This is an optimization exercise on Yosys and OpenROAD, whose aim is small area, a short achievable clock period and few clock cycles per item, not a production implementation. Only simulation tests tie the RTL to the original design; equivalence was not proved.

==> flow/design.v, too long to show whole: its modules and the start of the top module <==
// module cm_estimator: 329 lines
// module cm_qacc: 1321 lines
// module cm_esq: 1498 lines
// module cm_mulsub: 624 lines
module cm_estimator (
    input  wire               clk,
    input  wire               rst,
    input  wire               in_valid,
    output wire               in_ready,
    input  wire signed [26:0] in_data,
    input  wire               in_mapped,
    input  wire [1:0]         in_policy,
    output reg                out_valid,
    output reg                out_found,
    output reg                out_bad_policy,
    output reg  signed [26:0] out_value
);
  // ...
==> flow/flow/run.sh <==
#!/bin/bash
# Own layout flow: the standard ORFS flow (standard.sh, unchanged
# synthesis, floorplan, power grid, placement, CTS and routing), except that
# the buffers ORFS puts on the input and output ports are buf_4 cells instead
# of the default choice (a slow delay buffer). All of the flow's output goes to
# flow_standard.log in this folder; ORFS's own per-step logs stay under orfs/logs.
set -euo pipefail
export BUFFER_PORTS_ARGS="-buffer_cell sky130_fd_sc_hd__buf_4"
bash standard.sh > flow_standard.log 2>&1
==> flow/standard.sh <==
#!/bin/bash
# synth_recipe.tcl (not shown) runs the flow's synth.tcl, then flattens the netlist and writes it again
# the make line also repeats each setting of config.mk as NAME=value (left out here)
make -C /OpenROAD-flow-scripts/flow DESIGN_CONFIG=/design/flow/config.mk WORK_HOME=/design/flow/orfs CLKGATE_MAP_FILE= SYNTH_SCRIPT=/design/flow/synth_recipe.tcl "${@:-finish}"
==> flow/config.mk <==
export PLATFORM = sky130hd
export DESIGN_NAME = cm_estimator
export DESIGN_NICKNAME = cm_estimator
export VERILOG_FILES = /design/flow/design.v
export SDC_FILE = /design/flow/constraint.sdc
export NUM_CORES = 4
export LEC_CHECK = 0
export CAP_MARGIN = 50
export CORE_MARGIN = 2
export CORE_UTILIZATION = 40
export SLEW_MARGIN = 70
==> flow/constraint.sdc <==
create_clock -name core_clock -period 20.0 [get_ports {clk}]
set_input_delay 4.0000 -clock core_clock [delete_from_list [all_inputs] [get_ports {clk}]]
set_output_delay 4.0000 -clock core_clock [all_outputs]
set_load 0.01 [all_outputs]
==> impl_metrics.ini, run 1 <==
[global_routing]
grtUsageTotal = 0.195
grt_overflow = 0
grt_use_met3 = 0.0402
grt-busiest-layer = met2
grt_pass1_wl_um = 417000

[logic_synthesis]
yosys.area_share.simple = 0.0956
netlist_area_um2 = 109000
synth-seq-cells = 2619
synth_sequential_area_ratio = 0.501
muxShareOfSynthArea = 0.00881
synth_flop_cell = dfxtp_1

[clocking]
cts_resized = 0
clk_path_buf_depth = 4
ctsRootBufferMaster = clkbuf_16

[sta]
fin_ws_ps = 14200
post-route-period-util = 0.290
finalClockSkew_ps = 49.4
max_clock_freq_mhz = 172
setup_tns_ps = 0
timing.final.crit_period_ps = 5800
hold_ws_ps = 291

[placed_design]
dpl.hpwl_um = 198000
dp.cells = 13100
io_buffer_count = 63
pre_cts_ws_ps = 14240
routabilityCongestion = 0.914

[finish]
final_common_cell = dfxtp_1
nFlopsAndLatches = 2619
final_nets = 11300
multi_input_gates = 5362
num-clock-buffers = 383

[outcome]
status = no timing/DRC/antenna violations

[setup_path]
critPathCapture = e1[32]$_DFF_P_
startpoint = bone[2]$_DFF_P_
r2r-start = bone[2]$_DFF_P_
slowest_stage = fa_1
slowest_delay_ps = 560

[die]
io_pins = 64

[route]
via_count = 66800

[hold_path]
hold_end = rx[1562]$_DFF_P_
Testbench counts, summed over its fixed seeds: cycles 21,971, groups 320.
==> module cm_estimator, before the edit <==
module cm_estimator (
    input  wire               clk,
    input  wire               rst,
    input  wire               in_valid,
    output wire               in_ready,
    input  wire signed [26:0] in_data,
    input  wire               in_mapped,
    input  wire [1:0]         in_policy,
    output reg                out_valid,
    output reg                out_found,
    output reg                out_bad_policy,
    output reg  signed [26:0] out_value
);
    localparam integer N = 65;                  
    localparam signed [26:0] THRESH = 27'sd12800;   
    reg [27*N-1:0] rx;       
    reg [N-1:0]    ro;       
    reg [6:0]      clr;      
    wire [26:0] hx   = rx[27*(N-1) +: 27];      
    wire        hocc = ro[N-1] & (clr == 7'd0);
    reg  in_ready_r, busy_r;
    assign in_ready = in_ready_r;
    wire accept = in_valid & ~busy_r;
    reg [5:0] t;             
    reg [1:0] lpol;          
    reg       okreg;         
    reg       lcomplete;     
    reg       acc_r, map_r, t0_r, pil_r, gq, plt_r;
    wire [26:0] x_r = rx[26:0];
    reg        [6:0]  n;
    reg signed [33:0] S;
    reg        [58:0] Qs, Qc;
    reg        [3:0]  Pn;
    reg signed [30:0] PS;
    reg        [6:0]  ocnt;
    reg        [6:0]  ecnt;      
    reg        [3:0]  sc;        
    reg        [1:0]  epol;
    reg        [6:0]  m;
    reg        [3:0]  bone, btwo, bneg;   
    reg               tload;
    reg signed [33:0] T;
    reg        [63:0] D;
    reg        [2:0]  hbit;      
    reg               dclr, d2a, d2b;    
    reg               inj, injlast, injbad;
    wire evaluating = (sc == 4'd0) & (ecnt != 7'd0);
    wire ev_now     = hocc & evaluating;
    reg               v1, last1, virt1, bad1, p1_1;
    reg        [26:0] x1;
    reg signed [34:0] e1;
    reg               v2, last2, virt2, bad2, p1_2, sgn2, sat2, vp0_2;
    reg               v3, last3, bad3, sel3;
    reg        [26:0] x3;
    reg        [1:0]  ad_ci;
    reg               vp0_1;
    reg        [26:0] x2;
    reg        [64:0] SQs, SQc;
    reg signed [33:0] acc_s;
    reg        [6:0]  acc_n;
    reg signed [33:0] dn_s;
    reg        [6:0]  dn_n;
    reg               dn_bad, dn_v;
    reg        [1:0]  fo;        
    reg               dbusy, dfin;
    reg        [3:0]  dcnt;
    reg        [6:0]  drem;
    reg        [27:0] dq;
    reg        [7:0]  dden;
    reg               dneg, dfound, dbad;
    function elig;
        input [1:0] pol;
        input [5:0] tt;
        begin
            elig = (pol == 2'd0) | (pol == 2'd1) |
                   ((pol == 2'd2) & (tt >= 6'd24) & (tt < 6'd55));
        end
    endfunction
    wire        occ_new = in_mapped & ((t == 6'd0) ? ~in_policy[1] : okreg);
    wire        keep    = ~t0_r;
    wire        pilot   = map_r & pil_r & plt_r;
    wire [6:0]  n_nx    = acc_r ? ((keep ? n : 7'd0) + {6'd0, map_r}) : n;
    wire [33:0] S_nx    = acc_r ? ((keep ? S : 34'sd0) +
                                   (map_r ? {{7{x_r[26]}}, x_r} : 34'd0)) : S;
    wire [3:0]  Pn_nx   = acc_r ? ((keep ? Pn : 4'd0) + {3'd0, pilot}) : Pn;
    wire [30:0] PS_nx   = acc_r ? ((keep ? PS : 31'sd0) +
                                   (pilot ? {{4{x_r[26]}}, x_r} : 31'd0)) : PS;
    wire [6:0]  ocnt_nx = acc_r ? ((keep ? ocnt : 7'd0) + {6'd0, ro[0]}) : ocnt;
    wire [58:0] qs_o, qc_o;
    cm_qacc u_qacc (
        .x  (x_r),
        .g  (gq),
        .qs (Qs & {59{~(acc_r & t0_r)}}),
        .qc (Qc & {59{~(acc_r & t0_r)}}),
        .os (qs_o),
        .oc (qc_o)
    );
    wire [6:0] ecnt_dec = ecnt - {6'd0, ev_now};
    wire       act = lcomplete & (sc == 4'd0) &
                     ({1'b0, fo} + {2'd0, dbusy} <= 3'd1) &
                     ((lpol == 2'd0) ? (ecnt == 7'd0) : (ecnt_dec == 7'd0));
    wire [6:0] ecnt_nx = act ? ocnt_nx : ecnt_dec;
    wire [3:0] sc_nx   = act ? ((lpol == 2'd0) ? (n_nx[6] ? 4'd7 : 4'd6) : 4'd0)
                             : ((sc != 4'd0) ? sc - 4'd1 : 4'd0);
    wire        v0    = ev_now | inj;
    wire [26:0] x0    = hx;
    wire [34:0] e0;
    cm_mulsub u_mul (.x(x0), .one(bone), .two(btwo), .neg(bneg), .T(T), .e(e0));
    wire [64:0] sq_s, sq_c;
    cm_esq u_esq (.e(e1), .os(sq_s), .oc(sq_c));
    reg         hmode, hlast, hsq;                        
    wire        s2step = v2 & vp0_2;
    wire [64:0] ad_sum = {1'b0, D} + ~SQs + ~SQc + {63'd0, ad_ci};
    wire        lt     = ~ad_sum[64];                         
    wire        sel  = v2 & ~virt2 & ~bad2 & (p1_2 ? sgn2 : (~sat2 & lt));
    wire signed [33:0] accs_nx = sel3 ? acc_s + {{7{x3[26]}}, x3} : acc_s;
    wire        [6:0]  accn_nx = sel3 ? acc_n + 7'd1 : acc_n;
    wire dtake = dn_v & ~dbusy & ~dfin;
    wire [1:0] epol_nx = act ? lpol : epol;
    wire [6:0] m_nx    = ~act ? m : (lpol == 2'd0) ? n_nx :
                         (lpol == 2'd2) ? {3'd0, Pn} : 7'd1;
    wire [2:0] bdig [0:3];
    assign bdig[0] = {m_nx[1], m_nx[0], 1'b0};
    assign bdig[1] = {m_nx[3], m_nx[2], m_nx[1]};
    assign bdig[2] = {m_nx[5], m_nx[4], m_nx[3]};
    assign bdig[3] = {1'b0, m_nx[6], m_nx[5]};
    integer bi;
    wire       inj_nx  = ~rst & ((act & (lpol != 2'd0) & (ocnt_nx == 7'd0)) |
                                 (hsq & (hbit == 3'd1)));
    wire       hsq_nx  = act ? (lpol == 2'd0) : (hsq & (hbit != 3'd0));
    wire [7:0]  p2    = m[3:0] * m[3:0];
    wire [12:0] p2x25 = {p2, 4'd0} + {1'b0, p2, 3'd0} + {5'd0, p2};
    wire [63:0] D2    = {33'd0, p2x25, 17'd0, p2 != 8'd0};
    wire        ds_neg = dn_s[33];
    wire [34:0] dnum   = {(dn_s ^ {34{ds_neg}}), 1'b0} +
                         {27'd0, dn_n} + {33'd0, ds_neg, 1'b0};
    wire [7:0]  rsh1   = {drem, dq[27]};
    wire        rge1   = rsh1 >= dden;
    wire [7:0]  rsub1  = rsh1 - dden;
    wire [6:0]  rem1   = rge1 ? rsub1[6:0] : rsh1[6:0];
    wire [7:0]  rsh2   = {rem1, dq[26]};
    wire        rge2   = rsh2 >= dden;
    wire [7:0]  rsub2  = rsh2 - dden;
    wire [6:0] clr_nx  = (clr != 7'd0) ? clr - 7'd1 : 7'd0;
    wire       hocc_nx = ro[N-2] & (clr_nx == 7'd0);
    wire       free_nx = ~hocc_nx | ((sc_nx == 4'd0) & (ecnt_nx != 7'd0));
    wire       dbusy_nx = dtake | (dbusy & (dcnt != 4'd13));
    wire [1:0] fo_nx    = fo + {1'b0, act} - {1'b0, dtake};
    wire       ev_nx    = hocc_nx & (sc_nx == 4'd0) & (ecnt_nx != 7'd0);
    wire       actp     = (sc_nx == 4'd0) & ({1'b0, fo_nx} + {2'd0, dbusy_nx} <= 3'd1) &
                          (lpol != 2'd0) & (ecnt_nx == {6'd0, ev_nx});
    wire       rdy_if_acc  = free_nx & ((t != 6'd63) | actp);
    wire       rdy_if_nacc = free_nx & ((t != 6'd0) |
                                        ((lcomplete & ~act) ? actp : (sc_nx[3:1] == 3'd0)));
    always @(posedge clk) begin
        rx <= {rx[27*(N-1)-1:0], accept ? in_data : hx};
        ro <= {ro[N-2:0], accept ? occ_new : (hocc & ~ev_now)};
        acc_r <= accept;
        gq    <= accept & in_mapped;
        plt_r <= in_data < THRESH;
        map_r <= in_mapped;
        t0_r  <= (t == 6'd0);
        pil_r <= (t >= 6'd8) & (t < 6'd23);
        if (accept && t == 6'd0)
            lpol <= in_policy;
        okreg <= accept ? elig((t == 6'd0) ? in_policy : lpol, t + 6'd1)
                        : elig(lpol, t);
        n    <= n_nx;
        S    <= S_nx;
        Pn   <= Pn_nx;
        PS   <= PS_nx;
        ocnt <= ocnt_nx;
        Qs   <= qs_o;
        Qc   <= qc_o;
        for (bi = 0; bi < 4; bi = bi + 1) begin
            bone[bi] <= ~inj_nx & (bdig[bi] == 3'b001 || bdig[bi] == 3'b010 ||
                                   bdig[bi] == 3'b101 || bdig[bi] == 3'b110);
            btwo[bi] <= ~inj_nx & (bdig[bi] == 3'b011 || bdig[bi] == 3'b100);
            bneg[bi] <= ~inj_nx & bdig[bi][2] & (bdig[bi] != 3'b111);
        end
        tload <= act & (lpol == 2'd0);
        if (tload)
            T <= S;
        if (act) begin
            epol    <= lpol;
            m       <= m_nx;
            if (lpol == 2'd1)
                T   <= 34'sd12800;
            else if (lpol == 2'd2)
                T   <= {{3{PS[30]}}, PS};        
            injlast <= (ocnt_nx == 7'd0);
            injbad  <= (lpol == 2'd3);
        end
        if (hmode & ~hlast)
            D <= {ad_sum[62:0], 1'b0};
        else if (hmode | s2step)
            D <= ad_sum[63:0];
        else if (dclr)
            D <= 64'd0;
        else if (d2b)
            D <= D2;
        last1 <= ev_now ? (ecnt == 7'd1) : injlast;
        virt1 <= inj;
        vp0_1 <= inj & (epol == 2'd0);
        bad1  <= inj & injbad;
        p1_1  <= (epol == 2'd1);
        x1    <= x0;
        e1    <= e0;
        last3 <= last2;
        bad3  <= bad2;
        sel3  <= sel;
        x3    <= x2;
        ad_ci <= hsq ? 2'd0 : (v1 & vp0_1) ? 2'd2 : 2'd1;
        last2 <= last1;
        virt2 <= virt1;
        vp0_2 <= vp0_1;
        bad2  <= bad1;
        p1_2  <= p1_1;
        x2    <= x1;
        sgn2  <= e1[34];
        sat2  <= (e1[34:32] != {3{e1[34]}});
        if (hsq) begin
            SQs <= ~{6'd0, Qs & {59{m[hbit]}}};
            SQc <= ~{6'd0, Qc & {59{m[hbit]}}};
        end else begin
            SQs <= sq_s;
            SQc <= sq_c;
        end
        if (dtake) begin
            drem   <= dnum[34:28];
            dq     <= dnum[27:0];
            dden   <= {dn_n, 1'b0};
            dneg   <= ds_neg;
            dfound <= (dn_n != 7'd0) & ~dn_bad;
            dbad   <= dn_bad;
        end else if (dbusy) begin
            drem <= rge2 ? rsub2[6:0] : rsh2[6:0];
            dq   <= {dq[25:0], rge1, rge2};
        end
        out_found      <= dfound;
        out_bad_policy <= dbad;
        out_value      <= ~dfound ? 27'sd0 : dneg ? -dq[26:0] : dq[26:0];
        if (v3 && last3) begin
            dn_s   <= accs_nx;
            dn_n   <= accn_nx;
            dn_bad <= bad3;
        end
        if (rst) begin
            in_ready_r <= 1'b1;
            busy_r     <= 1'b0;
            clr        <= N[6:0];
            t          <= 6'd0;
            lcomplete  <= 1'b0;
            ecnt       <= 7'd0;
            sc         <= 4'd0;
            hmode      <= 1'b0;
            hsq        <= 1'b0;
            dclr       <= 1'b0;
            d2a        <= 1'b0;
            d2b        <= 1'b0;
            inj        <= 1'b0;
            v1         <= 1'b0;
            v2         <= 1'b0;
            v3         <= 1'b0;
            acc_s      <= 34'sd0;
            acc_n      <= 7'd0;
            dn_v       <= 1'b0;
            fo         <= 2'd0;
            dbusy      <= 1'b0;
            dfin       <= 1'b0;
            dcnt       <= 4'd0;
            out_valid  <= 1'b0;
        end else begin
            in_ready_r <= accept ? rdy_if_acc : rdy_if_nacc;
            busy_r     <= ~(accept ? rdy_if_acc : rdy_if_nacc);
            clr        <= clr_nx;
            if (accept)
                t <= t + 6'd1;
            if (accept && t == 6'd63)
                lcomplete <= 1'b1;
            else if (act)
                lcomplete <= 1'b0;
            ecnt <= ecnt_nx;
            sc   <= sc_nx;
            dclr   <= act & (lpol == 2'd0);
            d2a    <= act & (lpol == 2'd2);
            d2b    <= d2a;
            hsq    <= hsq_nx;
            hmode  <= hsq;
            hlast  <= hsq & (hbit == 3'd0);
            if (act)
                hbit <= n_nx[6] ? 3'd6 : 3'd5;
            else if (hsq)
                hbit <= hbit - 3'd1;
            inj  <= inj_nx;
            v1   <= v0;
            v2   <= v1;
            v3   <= v2;
            if (v3) begin
                if (last3) begin
                    acc_s <= 34'sd0;
                    acc_n <= 7'd0;
                end else begin
                    acc_s <= accs_nx;
                    acc_n <= accn_nx;
                end
            end
            if (v3 && last3)
                dn_v <= 1'b1;
            else if (dtake)
                dn_v <= 1'b0;
            fo <= fo + {1'b0, act} - {1'b0, dtake};
            out_valid <= 1'b0;
            if (dtake) begin
                dbusy <= 1'b1;
                dcnt  <= 4'd0;
            end else if (dbusy) begin
                dcnt <= dcnt + 4'd1;
                if (dcnt == 4'd13) begin
                    dbusy <= 1'b0;
                    dfin  <= 1'b1;
                end
            end else if (dfin) begin
                dfin      <= 1'b0;
                out_valid <= 1'b1;
            end
        end
    end
endmodule
==> inputs of run 2 (changes only) <==
--- a/flow/design.v
+++ b/flow/design.v
@@ -79,11 +79,10 @@
     wire        occ_new = in_mapped & ((t == 6'd0) ? ~in_policy[1] : okreg);
-    wire        keep    = ~t0_r;
     wire        pilot   = map_r & pil_r & plt_r;
-    wire [6:0]  n_nx    = acc_r ? ((keep ? n : 7'd0) + {6'd0, map_r}) : n;
-    wire [33:0] S_nx    = acc_r ? ((keep ? S : 34'sd0) +
-                                   (map_r ? {{7{x_r[26]}}, x_r} : 34'd0)) : S;
-    wire [3:0]  Pn_nx   = acc_r ? ((keep ? Pn : 4'd0) + {3'd0, pilot}) : Pn;
-    wire [30:0] PS_nx   = acc_r ? ((keep ? PS : 31'sd0) +
-                                   (pilot ? {{4{x_r[26]}}, x_r} : 31'd0)) : PS;
-    wire [6:0]  ocnt_nx = acc_r ? ((keep ? ocnt : 7'd0) + {6'd0, ro[0]}) : ocnt;
+    wire        kp      = ~(acc_r & t0_r);
+    wire [6:0]  n_nx    = (kp ? n : 7'd0) + {6'd0, gq};
+    wire [33:0] S_nx    = (kp ? S : 34'sd0) + ({{7{x_r[26]}}, x_r} & {34{gq}});
+    wire        pg      = acc_r & pilot;
+    wire [3:0]  Pn_nx   = (kp ? Pn : 4'd0) + {3'd0, pg};
+    wire [30:0] PS_nx   = (kp ? PS : 31'sd0) + ({{4{x_r[26]}}, x_r} & {31{pg}});
+    wire [6:0]  ocnt_nx = (kp ? ocnt : 7'd0) + {6'd0, acc_r & ro[0]};
     wire [58:0] qs_o, qc_o;
@@ -235,3 +234,3 @@
             dbad   <= dn_bad;
-        end else if (dbusy) begin
+        end else begin
             drem <= rge2 ? rsub2[6:0] : rsh2[6:0];
--- a/flow/config.mk
+++ b/flow/config.mk
@@ -10,2 +10,4 @@
 export CORE_UTILIZATION = 40
+export CTS_CLUSTER_DIAMETER = 60
+export CTS_CLUSTER_SIZE = 25
 export SLEW_MARGIN = 70
==> run 2 against run 1 <==
  * Still clean on timing, DRC and antenna
  * Flip-flop and latch count did not move
  * Sequential share of layout area rose by 1.3 points
  * Hold slack better by 11 ps
  * Cell area is 4.6% lower
  * Wire length decreased by 7.5%
  * Core utilization fell by 1.7 points
  * Clock-buffer cell count shrank 197
  * Synthesized area is 1.1% lower
  * Critical path depth is 1 lower
  * Global-route usage decreased by 1.1 points
==> impl_metrics.ini, run 2 <==
[logic_synthesis]
syn_nets = 11200
synth-compound-area-share = 0.0693
yosysMostFrequentCell = dfxtp_1
synth_area_leaders = dfxtp_1 (46%), fa_1 (18%), ha_1 (5.8%)
netlist_top_cells_count = dfxtp_1 (2,487), inv_1 (1,281), nor2_1 (1,026)
synth-seq-cells = 2619
synth_top_cell_by_area = dfxtp_1
synth_top_area_frac = 0.461
synth_top_family_by_area = adder cells
yosysWarnings = 1
netlist_area_um2 = 108000
yosys.area_share.simple = 0.0951
netlist_instances = 9672
async_reset_ff_frac = 0
synth-adder-area-share = 0.238
synth_sequential_area_ratio = 0.497
syn_avg_cell_area_um2 = 11.2
synth_flop_cell = dfxtp_1
ys_types = 104
synthXorXnorAreaFrac = 0.0339
muxShareOfSynthArea = 0.00751
synth-edff-count = 132

[setup_path]
end_kind = register
cp_max_fo = 28
critical_path_class = reg -> reg
critPathRequiredTime_ps = 20800
cp.arrival_ps = 6360
reg2regPathDepth = 20
startpoint_type = register

[route]
drc = 0
routed_wl_um = 249000
final_antenna_net_count = 0
viasPerCell = 4.89
via_count = 65100
avgRoutedWirePerCell_um = 18.7
drtIter0Drc = 4039
firstDrtPassIters = 7

[placed_design]
io_buffer_count = 63
pre_cts_ws_ps = 14210
place_area_um2 = 114000
routabilityCongestion = 0.898
dp.cells = 13000
dpl.hpwl_um = 183000

[sta]
finalSetupViolCount = 0
slew_headroom = 0.696
finalMaxSlewViolations = 0
max_clock_freq_mhz = 180
finalClockSkew_ps = 73.2
finalHoldViolCount = 0
setup_tns_ps = 0
fin_ws_ps = 14440
timing.final.crit_period_ps = 5560
post-route-period-util = 0.278
worst_pin_slew_ps = 454
rsz0062_at_grt = no
hold_ws_ps = 303

[outcome]
status = no timing/DRC/antenna violations

[clocking]
h-tree-depth = 4
clock_latency_ps = 870
cts.sink_count = 2619
hold_buffers = 0
ctsRootBufferMaster = clkbuf_16
clkTransAtPathRegs_ps = 90
cts_resized = 0
cts_buffers = 173
post-cts-setup-buffer-count = 0
cts_tree = done
clk_path_buf_depth = 4

[die]
rows = 190
coreArea_um2 = 268000
dieArea_um2 = 274000
start_util = 0.403
die_h_um = 524
die_x_um = 524
io_pins = 64

[flow_run]
max_cap_violations = 0

[global_routing]
grt_pass1_vias = 68600
grtUsageTotal = 0.184
grt_max_degree = 73
grt_pass1_wl_um = 392000
grt_overflow = 0
antenna_found_initial = 12

[finish]
reg.largest.list = rx x1755, ro x65
largest_register_ffs = 1755
fin_cells = 13300
area_growth_pct = 10.7
final_nets = 11200
drive_gt1_frac = 0.0725
regMostFlops = rx
final_common_cell = dfxtp_1
final_cell_mix = dfxtp_1 (2,440), inv_1 (1,277), nor2_1 (1,016)
final_cell_area_um2 = 120000

[hold_path]
hold_path_class = reg -> reg
hold_depth = 0
-- run 2: path summary, 6_finish.rpt --
check | startpoint | to | slack (ps)
hold reg to reg | rx[388]$_DFF_P_ | rx[415]$_DFF_P_ | 300
setup / recovery | bone[2]$_DFF_P_ | e1[34]$_DFF_P_ | 14440
setup reg to reg | bone[2]$_DFF_P_ | e1[34]$_DFF_P_ | 14440
hold / removal | rx[388]$_DFF_P_ | rx[415]$_DFF_P_ | 300
-- run 2: logic make-up after synthesis --
logic type / Yosys count
xor+xnor: 418
mux: 75
compound gates: 1165
fa+ha+maj: 1472
simple gates: 2239
buf+inv: 1684
flops: 2619
-- run 2: cell type report --
| cell class | instances | area (µm²) |
|---|---|---|
| sequential | 2619 | 53800 |
| fill | 24700 | 149000 |
| clock inverter | 74 | 1160 |
| clock buffer | 186 | 4450 |
| multi-input combinational | 5369 | 48600 |
| inverter | 1286 | 4840 |
| antenna | 9 | 22.5 |
| tap | 3552 | 4440 |
| timing repair buffer | 217 | 2360 |
-- run 2: per-layer routing --
metal	up-vias	share of wire	GRT usage	wire, µm
met1	32400	0.43	0.235	107000
li1	30400	-	-	-
met3	546	0.057	0.0311	14200
met5	-	0.000056	0	14
met4	2	0.059	0.0991	14800
met2	1799	0.46	0.297	114000
-- run 2: critical path, cell delays in order (launching register included) --
cell and delay [ps]:
dfxtp_1 320, buf_4 360, a22oi_1 170, xor2_1 190, fa_1 550, inv_1 70, fa_1 550, inv_1 60
fa_1 540, inv_1 40, ha_1 370, a21o_1 190, a21oi_1 200, nand3b_1 100, o211ai_1 280, o21ai_1 180
a31oi_1 440, o21ai_1 240, a211o_1 300, a21oi_1 170, xor2_1 150
-- run 2: through the flow --
| stage | util |
|---|---|
| 3_3_place_gp | 0.418 |
| 4_1_cts | 0.445 |
| 5_1_grt | 0.446 |
| 3_5_place_dp | 0.424 |
| 6_report | 0.446 |
| 2_1_floorplan | - |
Testbench counts of run 2, summed over its fixed seeds: cycles 21,971, groups 320.
==> inputs of run 3 (changes only) <==
--- a/flow/config.mk
+++ b/flow/config.mk
@@ -7,2 +7,3 @@
 export LEC_CHECK = 0
+export ABC_AREA = 1
 export CAP_MARGIN = 50
==> run 3 against run 2 <==
  * Flip-flop and latch count unchanged
  * Critical endpoint is now in_ready
  * Hold slack worse by 31 ps
  * Die area is 2.1% higher
  * Worst setup slack got worse by 1.0 ps
  * Via count grew 9.4%
  * Non-clock buffer count fell by 28
  * Clock-buffer cell count rose by 16
  * Core utilization increased by 0.33 points
==> impl_metrics.ini, run 3 <==
[outcome]
status = no timing/DRC/antenna violations

[hold_path]
hold_path_class = reg -> reg
hold_depth = 0

[finish]
fin_cells = 14800
area_growth_pct = 11.5
fillers = 25700
multiInputGateArea_um2 = 48700
seqCellArea_um2 = 53800
final_common_cell = dfxtp_1
largest_register_ffs = 1755
reg.largest.list = rx x1755, ro x65
regMostFlops = rx
drive_gt1_frac = 0.0721
final_cell_mix = dfxtp_1 (2,460), inv_1 (1,953), nor2_1 (1,385)
final_nets = 12500

[global_routing]
grt_overflow = 0
antenna_found_initial = 17
grtUsageTotal = 0.199
grt_pass1_wl_um = 432000
grt_max_degree = 77
grt_pass1_vias = 74400

[logic_synthesis]
synth_top_cell_by_area = dfxtp_1
async_reset_ff_frac = 0
yosys.area_share.simple = 0.110
muxShareOfSynthArea = 0.000102
netlist_top_cells_count = dfxtp_1 (2,487), inv_1 (1,961), nor2_1 (1,400)
synth-seq-cells = 2619
synth_flop_cell = dfxtp_1
synth_sequential_area_ratio = 0.487
synth_top_area_frac = 0.451
synth_top_family_by_area = adder cells
yosysMostFrequentCell = dfxtp_1
synth_area_leaders = dfxtp_1 (45%), fa_1 (18%), inv_1 (6.7%)
synth-adder-area-share = 0.233
synth-edff-count = 132
yosysWarnings = 1
netlist_instances = 10900
ys_types = 76
synth-compound-area-share = 0.0632
synthXorXnorAreaFrac = 0.0263
syn_nets = 12400
netlist_area_um2 = 110000
syn_avg_cell_area_um2 = 10.1

[setup_path]
worst-path-buf-inv = 1
cp.arrival_ps = 1560
cp.depth = 1
slowest_stage = dfxtp_1
reg2regPathDepth = 34
crit_path_cell_trace = buf_4
end_kind = primary output
critPathRequiredTime_ps = 16000
cpLargestDelayFamily = flip-flops
cp_max_fo = 1
startpoint_type = register
critical_path_class = reg -> out
slowest_delay_ps = 470

[sta]
worst_pin_slew_ps = 492
finalClockSkew_ps = 81.8
finalMaxSlewViolations = 0
post-route-period-util = 0.278
rsz0062_at_grt = no
timing.final.crit_period_ps = 5560
max_clock_freq_mhz = 180
setup_tns_ps = 0
finalHoldViolCount = 0
slew_headroom = 0.668
finalSetupViolCount = 0

[placed_design]
dp.cells = 14500
routabilityCongestion = 0.960
dpl.hpwl_um = 211000
io_buffer_count = 63

[route]
firstDrtPassIters = 6
drc = 0
avgRoutedWirePerCell_um = 18.7
routed_wl_um = 276000
via_count = 71300
drtIter0Drc = 5247
viasPerCell = 4.82
final_antenna_net_count = 0

[flow_run]
max_cap_violations = 0

[clocking]
hold_buffers = 0
h-tree-depth = 4
cts.sink_count = 2619
ctsRootBufferMaster = clkbuf_16
clk_path_buf_depth = 4
cts_resized = 0
clock_latency_ps = 910
post-cts-setup-buffer-count = 0
cts_tree = done
clkTransAtPathRegs_ps = 90
cts_buffers = 186

[die]
rows = 192
coreArea_um2 = 274000
die_h_um = 529
io_pins = 64
dieArea_um2 = 280000
start_util = 0.403
die_x_um = 529
-- run 3: worst reg2reg max path, delay by kind of cell, from the launching register on --
kind	cells	cell delay [ps]
XOR/XNOR	3	470
adder cells (fa/ha/maj)	4	1030
buffers and inverters	7	630
flip-flops	1	340
AND/OR/NAND/NOR	20	2880
-- run 3: per-layer routing --
layer,share of wire,routed length [µm],GRT usage
met5,0.00031,86,0
met3,0.071,19600,0.0361
met4,0.041,11400,0.0742
met1,0.44,122000,0.269
met2,0.45,123000,0.317
-- run 3: path summary, 6_finish.rpt --
kind                          from                end  slack, ps
max          in_ready_r$_SDFF_PP1_           in_ready      14440
min reg2reg          x2[7]$_DFF_P_      x3[7]$_DFF_P_        270
min                  x2[7]$_DFF_P_      x3[7]$_DFF_P_        270
max reg2reg      clr[3]$_SDFF_PP0_  busy_r$_SDFF_PP0_      14530
-- run 3: cell type report --
type | count | area share
clock buffers | 202 | 0.0395
flip-flops and latches | 2619 | 0.437
well taps | 3686 | 0.0375
multi-input cells | 5986 | 0.395
diodes | 4 | 0.0000813
repair buffers | 189 | 0.0171
inverters | 2006 | 0.0617
clock inverters | 106 | 0.0118
-- run 3: logic make-up (layout without fill, tap and decap cells) --
group                      Yosys count  in the layout
muxes                                1              1
xor gates and xnor gates           328            328
DFF                               2619           2619
other                                0              4
and+or+nand+nor                   2983           2983
buffers and inverters             2331           2503
AOI/OAI and AO/OA                 1202           1202
adders and majority gates         1472           1472
-- run 3: stage by stage --
stage	hold WS (ps)	cell area [µm²]	util	setup WS (ps)
4_1_cts	270	123000	0.448	14340
2_1_floorplan	310	110000	-	14820
3_5_place_dp	312	116000	0.425	14220
3_3_place_gp	310	115000	0.419	13470
5_1_grt	281	123000	0.449	14010
6_report	271	123000	0.449	14440
==> inputs of run 4 (changes only) <==
--- a/flow/config.mk
+++ b/flow/config.mk
@@ -7,6 +7,5 @@
 export LEC_CHECK = 0
-export ABC_AREA = 1
 export CAP_MARGIN = 50
 export CORE_MARGIN = 2
-export CORE_UTILIZATION = 40
+export CORE_UTILIZATION = 50
 export CTS_CLUSTER_DIAMETER = 60
==> run 4 against run 3 <==
  * Synthesized cell count fell by 12%
  * Non-clock buffer count increased by 24
==> impl_metrics.ini, run 4 <==
[logic_synthesis]
synth_flop_cell = dfxtp_1
yosysMostFrequentCell = dfxtp_1
synth-edff-count = 132
netlist_instances = 9672
async_reset_ff_frac = 0
synth_top_area_frac = 0.461
ys_types = 104
syn_avg_cell_area_um2 = 11.2
syn_nets = 11200
netlist_top_cells_count = dfxtp_1 (2,487), inv_1 (1,281), nor2_1 (1,026)
synth_area_leaders = dfxtp_1 (46%), fa_1 (18%), ha_1 (5.8%)
synth_sequential_area_ratio = 0.497
netlist_area_um2 = 108000
yosysWarnings = 1
synth_top_cell_by_area = dfxtp_1
synth-seq-cells = 2619

[placed_design]
dpl.hpwl_um = 181000
routabilityCongestion = 0.922
io_buffer_count = 63
dp.cells = 12300

[finish]
multiInputGateArea_um2 = 48500
fin_cells = 12600
seqCellArea_um2 = 53800
reg.largest.list = rx x1755, ro x65
area_growth_pct = 9.82
final_common_cell = dfxtp_1
final_nets = 11200
drive_gt1_frac = 0.0731
largest_register_ffs = 1755
final_cell_mix = dfxtp_1 (2,444), inv_1 (1,277), nor2_1 (1,021)
regMostFlops = rx
fillers = 18400

[die]
start_util = 0.503
die_x_um = 469
io_pins = 64
die_h_um = 469
rows = 170
coreArea_um2 = 215000
dieArea_um2 = 220000

[setup_path]
crit_path_cell_trace = buf_4 -> a22oi_1 -> xor2_1 -> fa_1 -> inv_1 -> fa_1 -> fa_1 -> ha_1 -> nand2_1 -> a2111o_1 -> and2_1 -> o31a_1 -> a31o_2 -> o221ai_1 -> a41o_1 -> nand4_1 -> a31o_1 -> xnor2_1
critPathCapture = e1[33]$_DFF_P_
r2r-end = e1[33]$_DFF_P_
slowest_stage = fa_1
startpoint = bone[2]$_DFF_P_
end_kind = register
r2r-start = bone[2]$_DFF_P_
critPathRequiredTime_ps = 20750
cp.arrival_ps = 6290
reg2regPathDepth = 18
cp.depth = 18
critical_path_class = reg -> reg
ff2ff_setup_slack_ps = 14460
slowest_delay_ps = 580
cpLargestDelayFamily = compound AO/OA/AOI/OAI gates
worst_path_most_repeated_cell = fa_1
cp_max_fo = 28
startpoint_type = register
worst-path-buf-inv = 2

[clocking]
ctsRootBufferMaster = clkbuf_16
clock_latency_ps = 870
clkTransAtPathRegs_ps = 90
hold_buffers = 0
cts_resized = 0
cts_tree = done
clk_path_buf_depth = 3
post-cts-setup-buffer-count = 0
cts.sink_count = 2619
cts_buffers = 167
h-tree-depth = 4

[sta]
slew_headroom = 0.655
finalClockSkew_ps = 71.0
timing.final.crit_period_ps = 5540
rsz0062_at_grt = no
post-route-period-util = 0.277
setup_tns_ps = 0
finalMaxSlewViolations = 0
finalSetupViolCount = 0
finalHoldViolCount = 0
worst_pin_slew_ps = 518
max_clock_freq_mhz = 180

[flow_run]
max_cap_violations = 0

[route]
final_antenna_net_count = 0
viasPerCell = 5.14
drc = 0
avgRoutedWirePerCell_um = 19.8
via_count = 64700
routed_wl_um = 249000
firstDrtPassIters = 15
drtIter0Drc = 4923

[global_routing]
grt_pass1_vias = 66500
grt_max_degree = 77
grt_pass1_wl_um = 389000
grtUsageTotal = 0.231
antenna_found_initial = 21
grt_overflow = 0

[outcome]
status = no timing/DRC/antenna violations

[hold_path]
hold_path_class = reg -> reg
## run 4: cell types whose count changed after synthesis, moves of 68 or more
cell	delta
clkbuf_1	+86
nand2_1	-708
o22ai_1	-142
and2_1	+243
o31ai_1	-68
a21o_1	+78
and3_1	+131
xnor2_1	+133
o21ai_0	-165
nand3_1	-124
a22oi_1	+79
inv_1	-680
nor2_1	-374
## run 4: worst min path at each step
stage	from	end	cells past startpoint
global route	rx[596]$_DFF_P_	rx[623]$_DFF_P_	0
finish	rx[596]$_DFF_P_	rx[623]$_DFF_P_	0
CTS	rx[596]$_DFF_P_	rx[623]$_DFF_P_	0
floorplan	bad1$_DFF_P_	bad2$_DFF_P_	0
detailed placement	rx[1713]$_DFF_P_	rx[1740]$_DFF_P_	0
global placement	rx[1113]$_DFF_P_	rx[1140]$_DFF_P_	0
## run 4: metrics by stage
step | worst slack [ps] | cell area [µm²] | hold WS (ps) | utilization
6_report | 14460 | 119000 | 293 | 0.553
5_1_grt | 14180 | 119000 | 298 | 0.553
4_1_cts | 14470 | 119000 | 292 | 0.552
3_5_place_dp | 14140 | 113000 | 312 | 0.525
3_3_place_gp | 13740 | 111000 | 310 | 0.519
2_1_floorplan | 14640 | 108000 | 310 | -
## run 4: logic make-up after synthesis
| family | share of synthesized area |
|---|---|
| buffers and inverters | 0.0591 |
| DFF | 0.497 |
| xor gates and xnor gates | 0.0339 |
| and+or+nand+nor | 0.0951 |
| adders and majority gates | 0.238 |
| muxes | 0.00751 |
| AOI/OAI and AO/OA | 0.0693 |
## run 4: layout make-up
class                           count  area share
Antenna cell                       10    0.000211
Clock buffer                      183      0.0369
Clock inverter                     84      0.0111
Inverter                         1286      0.0408
Multi-Input combinational cell   5369       0.409
Sequential cell                  2619       0.453
Tap cell                         2838      0.0299
Timing Repair Buffer              213      0.0190
## run 4: metal layers
metal	GRT usage	vias to the layer above	part of all wire
met2	0.351	2046	0.43
met3	0.0475	382	0.076
met1	0.335	31900	0.46
li1	-	30400	-
met5	0	-	0.0011
met4	0.0598	6	0.025

afterwards: timing with drivers on the ports:
How much do the figures lean on ideal ports? The routed layouts below were timed once more, with nothing changed but the port constraints. Step 1 assumes that a clkbuf_16 drives the clock port and a buf_2 every other input. Step 2 adds t to the input delays and takes it off the output delays; t is the mean of the earliest and latest rising clock arrival at the registers after step 1. Input paths then give back, and output paths get back, about the clock's delay inside the block. a / b / c = no drivers / after step 1 / after step 2; a / b = the first two.
| run | t, ns | slack for setup (ns) | worst setup path at the end |
|---|---|---|---|
| run 1 | 0.944 | 14.197 / 14.197 / 14.197 | register to register |
| run 2 | 0.943 | 14.442 / 14.442 / 14.219 | input to register |
| run 3 | 0.967 | 14.441 / 14.337 / 14.525 | input to register |
| run 4 | 0.914 | 14.457 / 14.457 / 14.297 | input to register |
After both steps setup and hold are still met in every run listed. The setup slack of run 2, which loses most, moves by 0.000 ns with the drivers and by -0.223 ns with both steps.
